Source: an optimization exercise on an open RTL-to-GDS flow (aim: small area, a short achievable clock period and few clock cycles). Production flows keep margins and buffers that such runs may drop. Function was checked by simulation only, so behaviour that the tests miss may differ from the original.

<file path="design/flow/run.sh">
#!/bin/bash
# synth_recipe.tcl (not shown) runs the flow's synth.tcl, then flattens the netlist and writes it again
# the make line also repeats each setting of config.mk as NAME=value (left out here)
make -C /OpenROAD-flow-scripts/flow DESIGN_CONFIG=/design/flow/config.mk WORK_HOME=/design/flow/orfs CLKGATE_MAP_FILE= SYNTH_SCRIPT=/design/flow/synth_recipe.tcl finish
</file>
<file path="design/flow/config.mk">
export PLATFORM = sky130hd
export DESIGN_NAME = tema_core
export DESIGN_NICKNAME = tema_core
export VERILOG_FILES = /design/flow/design.v
export SDC_FILE = /design/flow/constraint.sdc
export NUM_CORES = 4
export LEC_CHECK = 0
export CAP_MARGIN = 20
export CORE_MARGIN = 2
export CORE_UTILIZATION = 40
export PLACE_DENSITY = 0.6
export SLEW_MARGIN = 20
</file>
<file path="design/flow/constraint.sdc">
create_clock -name core_clock -period 35.0 [get_ports {clk}]
set_input_delay 7.0000 -clock core_clock [delete_from_list [all_inputs] [get_ports {clk}]]
set_output_delay 7.0000 -clock core_clock [all_outputs]
set_load 0.01 [all_outputs]
</file>
<file path="design/flow/design.v">
module tema_stack (
    input  wire        clk,
    input  wire [3:0]  we,        
    input  wire [15:0] wrow,      
    input  wire [31:0] wdata,     
    input  wire [15:0] rrow,      
    output wire [31:0] rdata      
);
    genvar j;
    generate
        for (j = 0; j < 4; j = j + 1) begin : g_bank
            reg [7:0] buf_q [0:15];
            always @(posedge clk) begin
                if (we[j])
                    buf_q[wrow[4*j +: 4]] <= wdata[8*j +: 8];
            end
            assign rdata[8*j +: 8] = buf_q[rrow[4*j +: 4]];
        end
    endgenerate
endmodule
module tema_core #(
    parameter CAP      = 64,           
    parameter AW       = 6,            
    parameter CW       = 7,            
    parameter IME_ADDR = 16'h00FF      
) (
    input  wire        clk,
    input  wire        rst,
    input  wire        tick_req,
    output wire        tick_ready,
    output wire        tick_done,
    output wire [3:0]  outcome,
    output wire [7:0]  info,
    input  wire        host_pc_we,
    input  wire [15:0] host_pc,
    input  wire        irq_we,
    input  wire [7:0]  irq_id,
    input  wire [15:0] bus_present,
    output wire [15:0] pc,
    output wire [CW-1:0] p_count,
    output wire [CW-1:0] p_copy,
    output wire [CW-1:0] r_count,
    output wire [CW-1:0] r_copy,
    output reg         mem_req,
    output reg         mem_we,
    output reg  [15:0] mem_addr,
    output reg  [7:0]  mem_wdata,
    input  wire [7:0]  mem_rdata,
    output reg         io_req,
    output reg         io_we,
    output reg         io_raw,
    output reg  [7:0]  io_addr,
    output reg  [7:0]  io_wdata,
    input  wire [7:0]  io_rdata
);
    localparam [3:0] OC_EXEC  = 4'd0, OC_SVC  = 4'd1, OC_HALT = 4'd2,
                     OC_UNF   = 4'd3, OC_OVF  = 4'd4, OC_DIVZ = 4'd5,
                     OC_BUSF  = 4'd6, OC_DEC  = 4'd7, OC_INVI = 4'd8;
    localparam [4:0] OP_BRK = 5'h00, OP_NOP = 5'h01, OP_LIT = 5'h02, OP_POP = 5'h03,
                     OP_DUP = 5'h04, OP_OVR = 5'h05, OP_ROT = 5'h06, OP_SWP = 5'h07,
                     OP_STS = 5'h08, OP_ADD = 5'h09, OP_SUB = 5'h0A, OP_MUL = 5'h0B,
                     OP_DIV = 5'h0C, OP_AND = 5'h0D, OP_IOR = 5'h0E, OP_XOR = 5'h0F,
                     OP_SHI = 5'h10, OP_EQU = 5'h11, OP_NEQ = 5'h12, OP_GRT = 5'h13,
                     OP_LST = 5'h14, OP_JMP = 5'h15, OP_JNZ = 5'h16, OP_JSR = 5'h17,
                     OP_LDA = 5'h18, OP_STA = 5'h19, OP_LDR = 5'h1A, OP_STR = 5'h1B,
                     OP_BSI = 5'h1C, OP_BSO = 5'h1D;
    localparam [3:0] S_RDY = 4'd0,  S_WAIT = 4'd1,  S_X1  = 4'd2,  S_WR  = 4'd3,
                     S_MUL = 4'd4,  S_DIV  = 4'd5,  S_ACC = 4'd6,  S_RX  = 4'd7,
                     S_LW  = 4'd8,  S_IME  = 4'd9,  S_IME2 = 4'd10, S_SV0 = 4'd11,
                     S_SV1 = 4'd12, S_SV2  = 4'd13;
    reg [3:0]    state;
    reg [15:0]   pc_q;
    reg [7:0]    irqf;
    reg [CW-1:0] pcnt, pcpy, rcnt, rcpy;
    reg          done_q;
    reg [3:0]    outcome_q;
    reg [7:0]    info_q;
    reg [15:0]   bus_q;           
    reg [7:0]    fq0, fq1, fq2, fq3, fq4;
    reg [2:0]    qn;              
    reg          pend;            
    reg [15:0]   fa;              
    reg [31:0]   ops_q;           
    reg [31:0]   res_q;           
    reg [5:0]    wptr_q;          
    reg [2:0]    wrem_q;          
    reg          wstk_q;          
    reg [15:0]   maddr;           
    reg          acc_io_q, acc_we_q;
    reg [1:0]    acc_left;
    reg          rxp;             
    reg          rx_idx;
    reg [7:0]    ld0, ld1;
    reg [15:0]   dv_r, dv_q;
    reg [3:0]    dv_cnt;
    reg          ime_nz;
    reg [7:0]    vec_hi;
    assign tick_ready = (state == S_RDY);
    assign tick_done  = done_q;
    assign outcome    = outcome_q;
    assign info       = info_q;
    assign pc         = pc_q;
    assign p_count    = pcnt;
    assign p_copy     = pcpy;
    assign r_count    = rcnt;
    assign r_copy     = rcpy;
    wire [7:0] ir    = fq0;
    wire [4:0] base  = ir[4:0];
    wire       w16   = ir[5];
    wire       copy  = ir[6];
    wire       swap  = ir[7];
    wire [2:0] n     = w16 ? 3'd2 : 3'd1;
    wire       valid = (base <= OP_BSO);
    reg [2:0] pn;        
    reg [2:0] q;         
    reg [2:0] t;         
    reg       is_mem, is_mul, is_div, acc_io, acc_we;
    always @(*) begin
        pn = 3'd0; q = 3'd0; t = 3'd0;
        is_mem = 1'b0; is_mul = 1'b0; is_div = 1'b0; acc_io = 1'b0; acc_we = 1'b0;
        case (base)
            OP_BRK, OP_NOP: ;
            OP_LIT: q = n;
            OP_POP: pn = n;
            OP_DUP: begin pn = n; q = 3'd2 * n; end
            OP_OVR: begin pn = 3'd2 * n; q = 3'd3 * n; end
            OP_ROT: begin pn = 3'd3 * n; q = 3'd3 * n; end
            OP_SWP: begin pn = 3'd2 * n; q = 3'd2 * n; end
            OP_STS: begin pn = n; t = n; end
            OP_MUL: begin pn = 3'd2 * n; q = n; is_mul = 1'b1; end
            OP_DIV: begin pn = 3'd2 * n; q = n; is_div = 1'b1; end
            OP_ADD, OP_SUB, OP_AND, OP_IOR, OP_XOR:
                    begin pn = 3'd2 * n; q = n; end
            OP_SHI: begin pn = 3'd1 + n; q = n; end
            OP_EQU, OP_NEQ, OP_GRT, OP_LST:
                    begin pn = 3'd2 * n; q = 3'd1; end
            OP_JMP: pn = n;
            OP_JNZ: pn = n + 3'd1;
            OP_JSR: begin pn = n; t = 3'd2; end
            OP_LDA: begin pn = 3'd2; q = n; is_mem = 1'b1; end
            OP_STA: begin pn = 3'd2 + n; is_mem = 1'b1; acc_we = 1'b1; end
            OP_LDR: begin pn = 3'd1; q = n; is_mem = 1'b1; end
            OP_STR: begin pn = 3'd1 + n; is_mem = 1'b1; acc_we = 1'b1; end
            OP_BSI: begin pn = 3'd1; q = n; is_mem = 1'b1; acc_io = 1'b1; end
            OP_BSO: begin pn = 3'd1 + n; is_mem = 1'b1; acc_io = 1'b1; acc_we = 1'b1; end
            default: ;
        endcase
    end
    wire       is_lit = (base == OP_LIT);
    wire [1:0] ilen   = is_lit ? (w16 ? 2'd3 : 2'd2) : 2'd1;
    wire       qok    = (qn != 3'd0) && (!is_lit || (qn > {1'b0, n[1:0]}));
    wire [CW-1:0] s_cnt = swap ? rcnt : pcnt;
    wire [CW-1:0] s_cpy = swap ? rcpy : pcpy;
    wire [CW-1:0] t_cnt = swap ? pcnt : rcnt;
    wire [CW-1:0] avail = copy ? s_cpy : s_cnt;
    wire [CW-1:0] s_base = copy ? s_cnt : (s_cnt - {{(CW-3){1'b0}}, pn});
    wire [7:0] src_need = {1'b0, s_base} + {5'd0, q};
    wire [7:0] tgt_need = {1'b0, t_cnt} + {5'd0, t};
    wire       f_unf    = (avail < {{(CW-3){1'b0}}, pn});
    wire       f_sovf   = src_need > CAP;
    wire       f_tovf   = tgt_need > CAP;
    wire       f_cnt    = !valid || f_unf || f_sovf || f_tovf;
    wire start  = (state == S_RDY) && tick_req;
    wire pc_nz  = (pc_q != 16'h0000);
    wire x0     = (start && (irqf == 8'h00) && pc_nz && qok) || ((state == S_WAIT) && qok);
    wire [31:0] p_bank, r_bank;
    wire        rd_hi = (state == S_X1);
    wire [5:0]  rtop  = avail[5:0] - (rd_hi ? 6'd5 : 6'd1);
    wire [3:0]  rhi   = rtop[5:2];
    wire [1:0]  rlo   = rtop[1:0];
    wire [3:0]  rhm   = rhi - 4'd1;
    wire [15:0] rrow  = {(rlo == 2'd3) ? rhi : rhm,
                         (rlo >= 2'd2) ? rhi : rhm,
                         (rlo >= 2'd1) ? rhi : rhm,
                         rhi};
    wire [31:0] s_bank = swap ? r_bank : p_bank;
    function [7:0] bank_byte(input [31:0] b, input [1:0] k);
        bank_byte = b[8*k +: 8];
    endfunction
    wire [7:0] r0 = bank_byte(s_bank, rlo);
    wire [7:0] r1 = bank_byte(s_bank, rlo - 2'd1);
    wire [7:0] r2 = bank_byte(s_bank, rlo - 2'd2);
    wire [7:0] r3 = bank_byte(s_bank, rlo - 2'd3);
    wire [7:0] o0 = rd_hi ? ops_q[7:0]   : r0;
    wire [7:0] o1 = rd_hi ? ops_q[15:8]  : r1;
    wire [7:0] o2 = rd_hi ? ops_q[23:16] : r2;
    wire [7:0] o3 = rd_hi ? ops_q[31:24] : r3;
    wire [7:0] o4 = r0;
    wire [7:0] o5 = r1;
    wire [15:0] opA = w16 ? {o1, o0} : {8'h00, o0};
    wire [15:0] opB = w16 ? {o3, o2} : {8'h00, o1};
    wire [15:0] shv = w16 ? {o2, o1} : {8'h00, o1};
    wire [15:0] shr = (shv >> o0[3:0]) << o0[7:4];
    wire [16:0] dif = {1'b0, opB} - {1'b0, opA};
    wire        eq  = (opB == opA);
    wire        lt  = dif[16];
    reg [15:0] alu;
    always @(*) begin
        case (base)
            OP_ADD:  alu = opB + opA;
            OP_SUB:  alu = dif[15:0];
            OP_AND:  alu = opB & opA;
            OP_IOR:  alu = opB | opA;
            OP_XOR:  alu = opB ^ opA;
            default: alu = shr;
        endcase
    end
    reg cmp;
    always @(*) begin
        case (base[1:0])
            2'b01:   cmp = eq;              
            2'b10:   cmp = !eq;             
            2'b11:   cmp = !lt && !eq;      
            default: cmp = lt;              
        endcase
    end
    wire [15:0] ret = pc_q + 16'd1;
    wire [15:0] rel = pc_q + {{8{o0[7]}}, o0};
    wire [15:0] jtg = w16 ? {o1, o0} : rel;
    reg [7:0]    wl0, wl1, wl2, wl3, wl4, wl5;
    reg [2:0]    wcnt;
    reg [CW-1:0] wstart;
    reg          wtgt;       
    always @(*) begin
        wl0 = o0; wl1 = o0; wl2 = o1; wl3 = o0; wl4 = o3; wl5 = o2;
        wcnt = 3'd0; wstart = s_base; wtgt = 1'b0;
        case (base)
            OP_LIT: begin wl0 = fq1; wl1 = fq2; wcnt = n; end
            OP_DUP: begin
                wstart = s_cnt;
                if (w16) begin wl0 = o1; wl1 = o0; wl2 = o1; wl3 = o0; end
                else     begin wl0 = o0; wl1 = o0; end
                wcnt = copy ? 3'd2 * n : n;
            end
            OP_OVR: begin
                wstart = s_cnt;
                if (copy) begin
                    if (w16) begin wl0 = o3; wl1 = o2; wl2 = o1; wl3 = o0; wl4 = o3; wl5 = o2; end
                    else     begin wl0 = o1; wl1 = o0; wl2 = o1; end
                    wcnt = 3'd3 * n;
                end else begin
                    if (w16) begin wl0 = o3; wl1 = o2; end
                    else     wl0 = o1;
                    wcnt = n;
                end
            end
            OP_ROT: begin
                if (w16) begin wl0 = o3; wl1 = o2; wl2 = o1; wl3 = o0; wl4 = o5; wl5 = o4; end
                else     begin wl0 = o1; wl1 = o0; wl2 = o2; end
                wcnt = 3'd3 * n;
            end
            OP_SWP: begin
                if (w16) begin wl0 = o1; wl1 = o0; wl2 = o3; wl3 = o2; end
                else     begin wl0 = o0; wl1 = o1; end
                wcnt = 3'd2 * n;
            end
            OP_STS: begin
                wstart = t_cnt; wtgt = 1'b1;
                if (w16) begin wl0 = o1; wl1 = o0; end
                else     wl0 = o0;
                wcnt = n;
            end
            OP_ADD, OP_SUB, OP_AND, OP_IOR, OP_XOR, OP_SHI: begin
                if (w16) begin wl0 = alu[15:8]; wl1 = alu[7:0]; end
                else     wl0 = alu[7:0];
                wcnt = n;
            end
            OP_EQU, OP_NEQ, OP_GRT, OP_LST: begin
                wl0 = {8{cmp}}; wcnt = 3'd1;
            end
            OP_JSR: begin
                wstart = t_cnt; wtgt = 1'b1;
                wl0 = ret[15:8]; wl1 = ret[7:0]; wcnt = 3'd2;
            end
            default: ;
        endcase
    end
    wire rd2    = (pn > 3'd4);                   
    wire single = !is_mem && !is_mul && !is_div && !rd2 && (wcnt <= 3'd2);
    wire wphys  = wtgt ^ swap;                   
    wire f_divz = is_div && (opA == 16'd0);
    wire f_busf = acc_io && !bus_q[o0[7:4]];
    wire [15:0] mA = w16 ? ops_q[15:0]  : {8'h00, ops_q[7:0]};
    wire [15:0] mB = w16 ? ops_q[31:16] : {8'h00, ops_q[15:8]};
    wire [15:0] prod = mB * mA;
    wire [16:0] dv_sh  = {dv_r, dv_q[15]};
    wire [17:0] dv_dif = {1'b0, dv_sh} - {2'b00, mA};
    wire        dv_ge  = !dv_dif[17];
    wire [15:0] dv_qn  = {dv_q[14:0], dv_ge};
    wire commit = (x0 && !f_cnt && single)
               || ((state == S_WR) && (wrem_q <= 3'd2))
               || (state == S_MUL)
               || ((state == S_DIV) && (dv_cnt == 4'd0))
               || ((state == S_ACC) && acc_we_q && (acc_left == 2'd1))
               || (state == S_LW);
    reg        taken;
    reg [15:0] npc;
    always @(*) begin
        taken = 1'b1;
        case (base)
            OP_BRK: npc = 16'h0000;
            OP_JMP, OP_JSR: npc = jtg;
            OP_JNZ: begin
                taken = ((w16 ? o2 : o1) != 8'h00);
                npc = taken ? jtg : ret;
            end
            default: begin
                taken = 1'b0;
                npc = pc_q + {14'd0, ilen};
            end
        endcase
    end
    wire store  = is_mem && acc_we && !acc_io;
    wire qflush = commit && (taken || store);
    reg        w_en, w_r, w_two;
    reg [5:0]  w_a;
    reg [7:0]  w_d0, w_d1;
    always @(*) begin
        w_en = 1'b0; w_r = wphys; w_two = (wcnt >= 3'd2);
        w_a = wstart[5:0]; w_d0 = wl0; w_d1 = wl1;
        case (state)
            S_X1: w_en = 1'b1;
            S_WR: begin
                w_en = 1'b1; w_r = wstk_q; w_two = (wrem_q >= 3'd2); w_a = wptr_q;
                w_d0 = res_q[7:0]; w_d1 = res_q[15:8];
            end
            S_MUL: begin
                w_en = 1'b1; w_r = swap; w_two = w16; w_a = s_base[5:0];
                w_d0 = w16 ? prod[15:8] : prod[7:0]; w_d1 = prod[7:0];
            end
            S_DIV: begin
                w_en = (dv_cnt == 4'd0); w_r = swap; w_two = w16; w_a = s_base[5:0];
                w_d0 = w16 ? dv_qn[15:8] : dv_qn[7:0]; w_d1 = dv_qn[7:0];
            end
            S_LW: begin
                w_en = 1'b1; w_r = swap; w_two = w16; w_a = s_base[5:0];
                w_d0 = ld0; w_d1 = ld1;
            end
            S_SV2: begin
                w_en = 1'b1; w_r = 1'b1; w_two = 1'b1; w_a = rcnt[5:0];
                w_d0 = pc_q[15:8]; w_d1 = pc_q[7:0];
            end
            default:
                w_en = x0 && !f_cnt && !is_mem && !is_mul && !is_div && !rd2 && (wcnt != 3'd0);
        endcase
    end
    wire [5:0]  w_a1 = w_a + 6'd1;
    reg  [3:0]  bk_we;
    reg  [15:0] bk_row;
    reg  [31:0] bk_dat;
    integer j;
    always @(*) begin
        for (j = 0; j < 4; j = j + 1) begin
            if (w_a[1:0] == j[1:0]) begin
                bk_we[j] = w_en;
                bk_row[4*j +: 4] = w_a[5:2];
                bk_dat[8*j +: 8] = w_d0;
            end else begin
                bk_we[j] = w_en && w_two && (w_a1[1:0] == j[1:0]);
                bk_row[4*j +: 4] = w_a1[5:2];
                bk_dat[8*j +: 8] = w_d1;
            end
        end
    end
    tema_stack u_pstack (
        .clk(clk), .we(bk_we & {4{!w_r}}), .wrow(bk_row), .wdata(bk_dat),
        .rrow(rrow), .rdata(p_bank)
    );
    tema_stack u_rstack (
        .clk(clk), .we(bk_we & {4{w_r}}), .wrow(bk_row), .wdata(bk_dat),
        .rrow(rrow), .rdata(r_bank)
    );
    wire ime_rd     = (state == S_RDY) && (irqf != 8'h00);
    wire acc_mem    = (state == S_ACC) && !acc_io_q;
    wire port_busy  = acc_mem || ime_rd || (state == S_SV2);
    wire fetch      = !port_busy && ({1'b0, qn} + {3'd0, pend} <= 4'd4);
    always @(*) begin
        mem_req   = fetch || acc_mem || ime_rd || (state == S_SV2);
        mem_we    = (acc_mem && acc_we_q) || (state == S_SV2);
        mem_addr  = acc_mem ? maddr : port_busy ? IME_ADDR : fa;
        mem_wdata = (state == S_SV2) ? 8'h00 : res_q[7:0];
        io_req    = ((state == S_ACC) && acc_io_q) || (state == S_SV0) || (state == S_SV1);
        io_we     = (state == S_ACC) && acc_we_q;
        io_raw    = (state == S_SV0) || (state == S_SV1);
        io_addr   = (state == S_SV0) ? {irqf[3:0], 4'h0} :
                    (state == S_SV1) ? {irqf[3:0], 4'h1} : maddr[7:0];
        io_wdata  = res_q[7:0];
    end
    wire [1:0] cons = commit ? ilen : 2'd0;
    wire [2:0] qrem = qn - {1'b0, cons};
    reg  [7:0] fq_n [0:4];
    reg  [7:0] qsh  [0:7];
    integer i;
    always @(*) begin
        qsh[0] = fq0; qsh[1] = fq1; qsh[2] = fq2; qsh[3] = fq3; qsh[4] = fq4;
        qsh[5] = fq4; qsh[6] = fq4; qsh[7] = fq4;
        for (i = 0; i < 5; i = i + 1) begin
            if (i[2:0] == qrem)
                fq_n[i] = mem_rdata;
            else
                fq_n[i] = qsh[i[2:0] + {1'b0, cons}];
        end
    end
    always @(posedge clk) begin
        if (rst) begin
            qn   <= 3'd0;
            pend <= 1'b0;
            fa   <= 16'h0000;
        end else if ((state == S_RDY) && !tick_req) begin
            qn   <= 3'd0;
            pend <= 1'b0;
            fa   <= host_pc_we ? host_pc : pc_q;
        end else if (qflush) begin
            qn   <= 3'd0;
            pend <= 1'b0;
            fa   <= npc;
        end else if (state == S_SV2) begin
            qn   <= 3'd0;
            pend <= 1'b0;
            fa   <= {vec_hi, io_rdata};
        end else begin
            qn   <= qrem + {2'b00, pend};
            pend <= fetch;
            if (fetch)
                fa <= fa + 16'd1;
        end
        fq0 <= fq_n[0]; fq1 <= fq_n[1]; fq2 <= fq_n[2]; fq3 <= fq_n[3]; fq4 <= fq_n[4];
    end
    wire svc_ok = (irqf <= 8'd15) && bus_q[irqf[3:0]];
    wire [7:0] rdat = acc_io_q ? io_rdata : mem_rdata;
    always @(posedge clk) begin
        bus_q <= bus_present;
        rxp   <= 1'b0;
        if (rxp) begin
            if (rx_idx) ld1 <= rdat;
            else        ld0 <= rdat;
        end
        if (rst) begin
            state     <= S_RDY;
            pc_q      <= 16'h0000;
            irqf      <= 8'h00;
            pcnt      <= {CW{1'b0}};
            pcpy      <= {CW{1'b0}};
            rcnt      <= {CW{1'b0}};
            rcpy      <= {CW{1'b0}};
            done_q    <= 1'b0;
            outcome_q <= OC_EXEC;
            info_q    <= 8'h00;
        end else begin
            done_q <= 1'b0;
            if (irq_we)
                irqf <= irq_id;
            case (state)
                S_RDY: begin
                    if (host_pc_we)
                        pc_q <= host_pc;
                    if (tick_req) begin
                        if (irqf != 8'h00) begin
                            state <= S_IME;
                        end else if (!pc_nz) begin
                            done_q <= 1'b1; outcome_q <= OC_HALT; info_q <= 8'h00;
                        end else if (!qok) begin
                            state <= S_WAIT;
                        end
                    end
                end
                S_IME: begin
                    ime_nz <= (mem_rdata != 8'h00);
                    state  <= S_IME2;
                end
                S_IME2: begin
                    if (ime_nz) begin
                        if (!svc_ok) begin
                            done_q <= 1'b1; outcome_q <= OC_INVI; info_q <= irqf; state <= S_RDY;
                        end else if ({1'b0, rcnt} + 8'd2 > CAP) begin
                            done_q <= 1'b1; outcome_q <= OC_OVF; info_q <= 8'h01; state <= S_RDY;
                        end else begin
                            state <= S_SV0;
                        end
                    end else if (!pc_nz) begin
                        done_q <= 1'b1; outcome_q <= OC_HALT; info_q <= 8'h00; state <= S_RDY;
                    end else begin
                        state <= S_WAIT;
                    end
                end
                S_SV0: state <= S_SV1;
                S_SV1: begin
                    vec_hi <= io_rdata;
                    state  <= S_SV2;
                end
                S_SV2: begin
                    rcnt      <= rcnt + 7'd2;
                    rcpy      <= rcnt + 7'd2;
                    if (!irq_we)
                        irqf  <= 8'h00;
                    pc_q      <= {vec_hi, io_rdata};
                    done_q    <= 1'b1; outcome_q <= OC_SVC; info_q <= irqf;
                    state     <= S_RDY;
                end
                S_X1: begin
                    res_q  <= {wl5, wl4, wl3, wl2};
                    wptr_q <= wstart[5:0] + 6'd2;
                    wrem_q <= wcnt - 3'd2;
                    wstk_q <= wphys;
                    state  <= S_WR;
                end
                S_WR: begin
                    res_q  <= {16'h0000, res_q[31:16]};
                    wptr_q <= wptr_q + 6'd2;
                    wrem_q <= wrem_q - 3'd2;
                    if (wrem_q <= 3'd2)
                        state <= S_RDY;
                end
                S_MUL: state <= S_RDY;
                S_DIV: begin
                    dv_r   <= dv_ge ? dv_dif[15:0] : dv_sh[15:0];
                    dv_q   <= dv_qn;
                    dv_cnt <= dv_cnt - 4'd1;
                    if (dv_cnt == 4'd0)
                        state <= S_RDY;
                end
                S_ACC: begin
                    res_q    <= {8'h00, res_q[31:8]};
                    maddr    <= acc_io_q ? {maddr[15:4], maddr[3:0] + 4'd1} : maddr + 16'd1;
                    acc_left <= acc_left - 2'd1;
                    if (!acc_we_q) begin
                        rxp    <= 1'b1;
                        rx_idx <= (acc_left == 2'd1) && w16;
                    end
                    if (acc_left == 2'd1)
                        state <= acc_we_q ? S_RDY : S_RX;
                end
                S_RX: state <= S_LW;
                S_LW: state <= S_RDY;
                default: ;
            endcase
            if (x0) begin
                ops_q <= {o3, o2, o1, o0};
                if (!valid) begin
                    done_q <= 1'b1; outcome_q <= OC_DEC; info_q <= ir; state <= S_RDY;
                end else if (f_unf) begin
                    done_q <= 1'b1; outcome_q <= OC_UNF; info_q <= {7'd0, swap}; state <= S_RDY;
                end else if (f_divz) begin
                    done_q <= 1'b1; outcome_q <= OC_DIVZ; info_q <= 8'h00; state <= S_RDY;
                end else if (f_busf) begin
                    done_q <= 1'b1; outcome_q <= OC_BUSF; info_q <= {4'h0, o0[7:4]}; state <= S_RDY;
                end else if (f_sovf) begin
                    done_q <= 1'b1; outcome_q <= OC_OVF; info_q <= {7'd0, swap}; state <= S_RDY;
                end else if (f_tovf) begin
                    done_q <= 1'b1; outcome_q <= OC_OVF; info_q <= {7'd0, !swap}; state <= S_RDY;
                end else if (single) begin
                    state <= S_RDY;
                end else if (rd2) begin
                    state <= S_X1;
                end else if (is_mul) begin
                    state <= S_MUL;
                end else if (is_div) begin
                    dv_r   <= 16'h0000;
                    dv_q   <= w16 ? opB : {opB[7:0], 8'h00};
                    dv_cnt <= w16 ? 4'd15 : 4'd7;
                    state  <= S_DIV;
                end else if (is_mem) begin
                    case (base)
                        OP_LDA, OP_STA: maddr <= {o1, o0};
                        OP_LDR, OP_STR: maddr <= rel;
                        default:        maddr <= {8'h00, o0};
                    endcase
                    case (base)
                        OP_STA:  res_q <= w16 ? {16'h0000, o2, o3} : {24'h000000, o2};
                        default: res_q <= w16 ? {16'h0000, o1, o2} : {24'h000000, o1};
                    endcase
                    acc_io_q <= acc_io;
                    acc_we_q <= acc_we;
                    acc_left <= w16 ? 2'd2 : 2'd1;
                    state    <= S_ACC;
                end else begin
                    res_q  <= {wl5, wl4, wl3, wl2};
                    wptr_q <= wstart[5:0] + 6'd2;
                    wrem_q <= wcnt - 3'd2;
                    wstk_q <= wphys;
                    state  <= S_WR;
                end
            end
            if (commit) begin
                if (swap) begin
                    if (q != 3'd0) begin
                        rcnt <= s_base + {{(CW-3){1'b0}}, q};
                        rcpy <= s_base + {{(CW-3){1'b0}}, q};
                    end else if (copy) begin
                        rcpy <= rcpy - {{(CW-3){1'b0}}, pn};
                    end else begin
                        rcnt <= rcnt - {{(CW-3){1'b0}}, pn};
                        rcpy <= rcnt - {{(CW-3){1'b0}}, pn};
                    end
                end else begin
                    if (q != 3'd0) begin
                        pcnt <= s_base + {{(CW-3){1'b0}}, q};
                        pcpy <= s_base + {{(CW-3){1'b0}}, q};
                    end else if (copy) begin
                        pcpy <= pcpy - {{(CW-3){1'b0}}, pn};
                    end else begin
                        pcnt <= pcnt - {{(CW-3){1'b0}}, pn};
                        pcpy <= pcnt - {{(CW-3){1'b0}}, pn};
                    end
                end
                if (swap) begin
                    if (t != 3'd0) begin
                        pcnt <= pcnt + {{(CW-3){1'b0}}, t};
                        pcpy <= pcnt + {{(CW-3){1'b0}}, t};
                    end else if (!copy) begin
                        pcpy <= pcnt;
                    end
                end else begin
                    if (t != 3'd0) begin
                        rcnt <= rcnt + {{(CW-3){1'b0}}, t};
                        rcpy <= rcnt + {{(CW-3){1'b0}}, t};
                    end else if (!copy) begin
                        rcpy <= rcnt;
                    end
                end
                pc_q   <= npc;
                done_q <= 1'b1; outcome_q <= OC_EXEC; info_q <= ir;
            end
        end
    end
endmodule
</file>
==> summary.txt <==
first-pass iteration count of the detailed router = 9
R2R setup slack = 20410 ps
remaining antenna violation count = 0
vias in the first global route = 61542
setup bufs post-CTS = 0
CTS Buf Count = 148
Cells after DPL = 9966
Post-Synthesis Cells = 7473
Rel. slew slack = 0.147
clock slew seen by the registers of the worst setup and hold paths = 60 ps
multi-input logic area = 37600 um2
Post-synth ARST share = 0
Crit path top cell by count = a21o_1
pin count of the biggest net entering global routing = 123
Finished Layout Cells = 10239
R2R Path End = u_rstack.g_bank[2].buf_q[2][6]$_DFFE_PP_
full die area = 202000 um2
r2r startpoint = fq0[6]$_DFFE_PP_
element type at the critical path start = register
unrepaired setup endpoints after global routing = false
largest cells by area after synthesis = edfxtp_1 46%, nand2_1 4.1%, mux2i_1 3.5%, mux4_2 3.2%, nor2_1 3.1%
Worst R2R Path Depth = 41
top sig layer = met5
Total GRT Usage = 0.302
Final Hold Viols = 0
WP data arrival = 15000 ps
initial antenna violation count = 8
DR vias/cell = 6.45
Seq/Total Area, Yosys = 0.489
drt drc = 0
later-pin clock latency in the skew report = 850 ps
Vias = 66066
endpoint class of the critical path = register
DP HPWL = 222000 um
routed wl met2 = 138000 um
Final TNS setup = 0 ps
routed len/inst = 30.8 um
Max stage delay on crit path = 920 ps
Post-synth top cells = 1220 x edfxtp_1, 861 x nand2_1, 646 x nor2_1, 447 x a21oi_1, 368 x o21ai_0
CTS tree = built
Synth Net Count = 7814
RePlAce Congestion = 1.02
routed length on met3 = 35700 um
Post-synth top flop = edfxtp_1
Iter 0 DRT Violations = 9415
worst hold-check path type = reg2reg
first-pass GRT wire length = 449000 um
Longest Clk Path Bufs = 3
Worst EP required = 35420 ps
Post-CTS Resized = 0
crit path max fanout = 59
die height = 449 um
crit path launch = fq0[6]$_DFFE_PP_
total grt overflow = 0
Total Wirelength = 315000 um
Post-Syn Area = 79200 um2
post-synth cell types = 128
Final Setup Violations = 0
IO Count = 164
DIE WIDTH = 449 um
worst-margin pin slew = 1270 ps
#FFs+latches synth = 1326
Hold Buf Count CTS = 0
synthesis-to-layout area growth = 12.2%
clk sinks = 1326
Fmax = 0.0686 GHz
Starting Density = 0.402
syn avg cell area = 10.6 um2
Critical Path Sink = u_rstack.g_bank[2].buf_q[2][6]$_DFFE_PP_
Synth top area share = 0.462
yosys warns = 4
most common cell in the netlist = edfxtp_1
Placeable Area = 197000 um2
PortBufs = 163
kind of critical path = reg2reg
Metal-1 WL = 125000 um
EDFF count, synth = 1220
Tmin final = 14590 ps
share of cells above drive strength 1 = 0.116
CP max stage cell = edfxtp_1
maxcap violations = 0
Max Slew Vio Count = 0
H-tree depth = 4
fillers = 18252
Final nets = 7820
Seq. cell area = 38800 um2
fin crit share = 0.417
FP Rows = 163
largest area contributor in the netlist = edfxtp_1
status = complete, no violations
Root Buffer = clkbuf_16
Setup Skew = 68.3 ps
flip-flops by register name, summed over array words and instances, names as in the netlist, 16 cells and up:
name                   count
bus_q                     16
dv_q                      16
dv_r                      16
fa                        16
maddr                     16
ops_q                     32
pc_q                      16
res_q                     32
u_pstack.g_bank.buf_q    512
u_rstack.g_bank.buf_q    512
cells by family after synthesis:
family                     synth area share
DFF                                   0.489
buffers and inverters                0.0437
xor gates and xnor gates             0.0216
AOI/OAI and AO/OA                     0.171
muxes                                0.0825
and+or+nand+nor                       0.139
adders and majority gates            0.0532
metal layers:
layer / vias to the layer above / track usage
met3: 739 / 0.0741
met2: 4286 / 0.454
met5: - / 0
met4: 6 / 0.136
li1: 28333 / -
met1: 32702 / 0.410
area by class of cell:
| class | instances | share of cell area |
|---|---|---|
| sequential | 1326 | 0.436 |
| timing repair buffer | 392 | 0.0380 |
| tap | 2640 | 0.0372 |
| multi-input combinational | 5326 | 0.423 |
| antenna | 2 | 0.0000563 |
| clock buffer | 183 | 0.0436 |
| clock inverter | 85 | 0.0104 |
| inverter | 285 | 0.0121 |
worst min path at each step:
stage                               from                   end  cells past startpoint
global placement    pcpy[0]$_SDFFE_PP0N_  pcpy[0]$_SDFFE_PP0N_                      2
detailed placement    irqf[5]$_SDFF_PP0_    irqf[5]$_SDFF_PP0_                      2
floorplan             fa[1]$_SDFFE_PP0P_    fa[1]$_SDFFE_PP0P_                      2
global route        pcpy[0]$_SDFFE_PP0N_  pcpy[0]$_SDFFE_PP0N_                      2
CTS                 pcpy[0]$_SDFFE_PP0N_  pcpy[0]$_SDFFE_PP0N_                      2
finish                irqf[5]$_SDFF_PP0_    irqf[5]$_SDFF_PP0_                      2
cell usage in the layout (no fill, tap or decap), types with 74 or more instances in the layout:
cell type and n:
edfxtp_1 1220, nand2_1 860, nor2_1 604, a21oi_1 446, o21ai_0 359, mux2i_1 266
inv_1 266, buf_4 225, nand3_1 192, ha_1 183, clkdlybuf4s50_1 162, clkbuf_16 149
nor3_1 131, a211oi_1 126, mux4_2 112, xnor2_1 112, dfxtp_1 106, o22ai_1 104
mux2_2 102, a221oi_1 97, and3_1 97, fa_1 95, nand4_1 94, and2_1 85
a22oi_1 83, o211ai_1 74
critical path, delay by kind of cell, from the launching register on:
| kind | cells | cell delay, ps |
|---|---|---|
| xor+xnor | 1 | 170 |
| flops | 1 | 920 |
| compound gates | 22 | 6030 |
| mux | 3 | 1160 |
| fa+ha+maj | 3 | 1520 |
| simple gates | 7 | 2270 |
| buf+inv | 5 | 1990 |
through the flow:
stage | util | setup slack, ps | hold WS, ps | instance area (um2)
floorplan | - | 21300 | 470 | 79200
global placement | 0.426 | 20890 | 496 | 83900
detailed placement | 0.426 | 20560 | 507 | 84000
CTS | 0.451 | 20580 | 519 | 88800
global route | 0.451 | 19740 | 553 | 88900
finish | 0.451 | 20410 | 521 | 88900
Testbench counts, summed over its fixed seeds: cycles 52,477.

re-timing with driven ports:
How much do the figures lean on ideal ports? The routed layout below was timed once more, with nothing changed but the port constraints. Step 1 assumes that a clkbuf_16 drives the clock port and a buf_2 every other input. Step 2 times the ports against the registers' clock, not the clock port: input delays grow and output delays shrink by t, the midpoint of the rising clock arrivals with the driver on. a / b / c = no drivers / after step 1 / after step 2; a / b = the first two.
t, ns: 0.903
slack for setup (ns): 20.415 / 20.415 / 20.415
worst register clock-pin slew, ns: 0.07 / 0.07
worst slew at a driven data input, ns: 0.06
cell pins on the clock port's net: 1
After both steps setup and hold are still met in this run. The setup slack of this run moves by 0.000 ns with the drivers and by 0.000 ns with both steps.
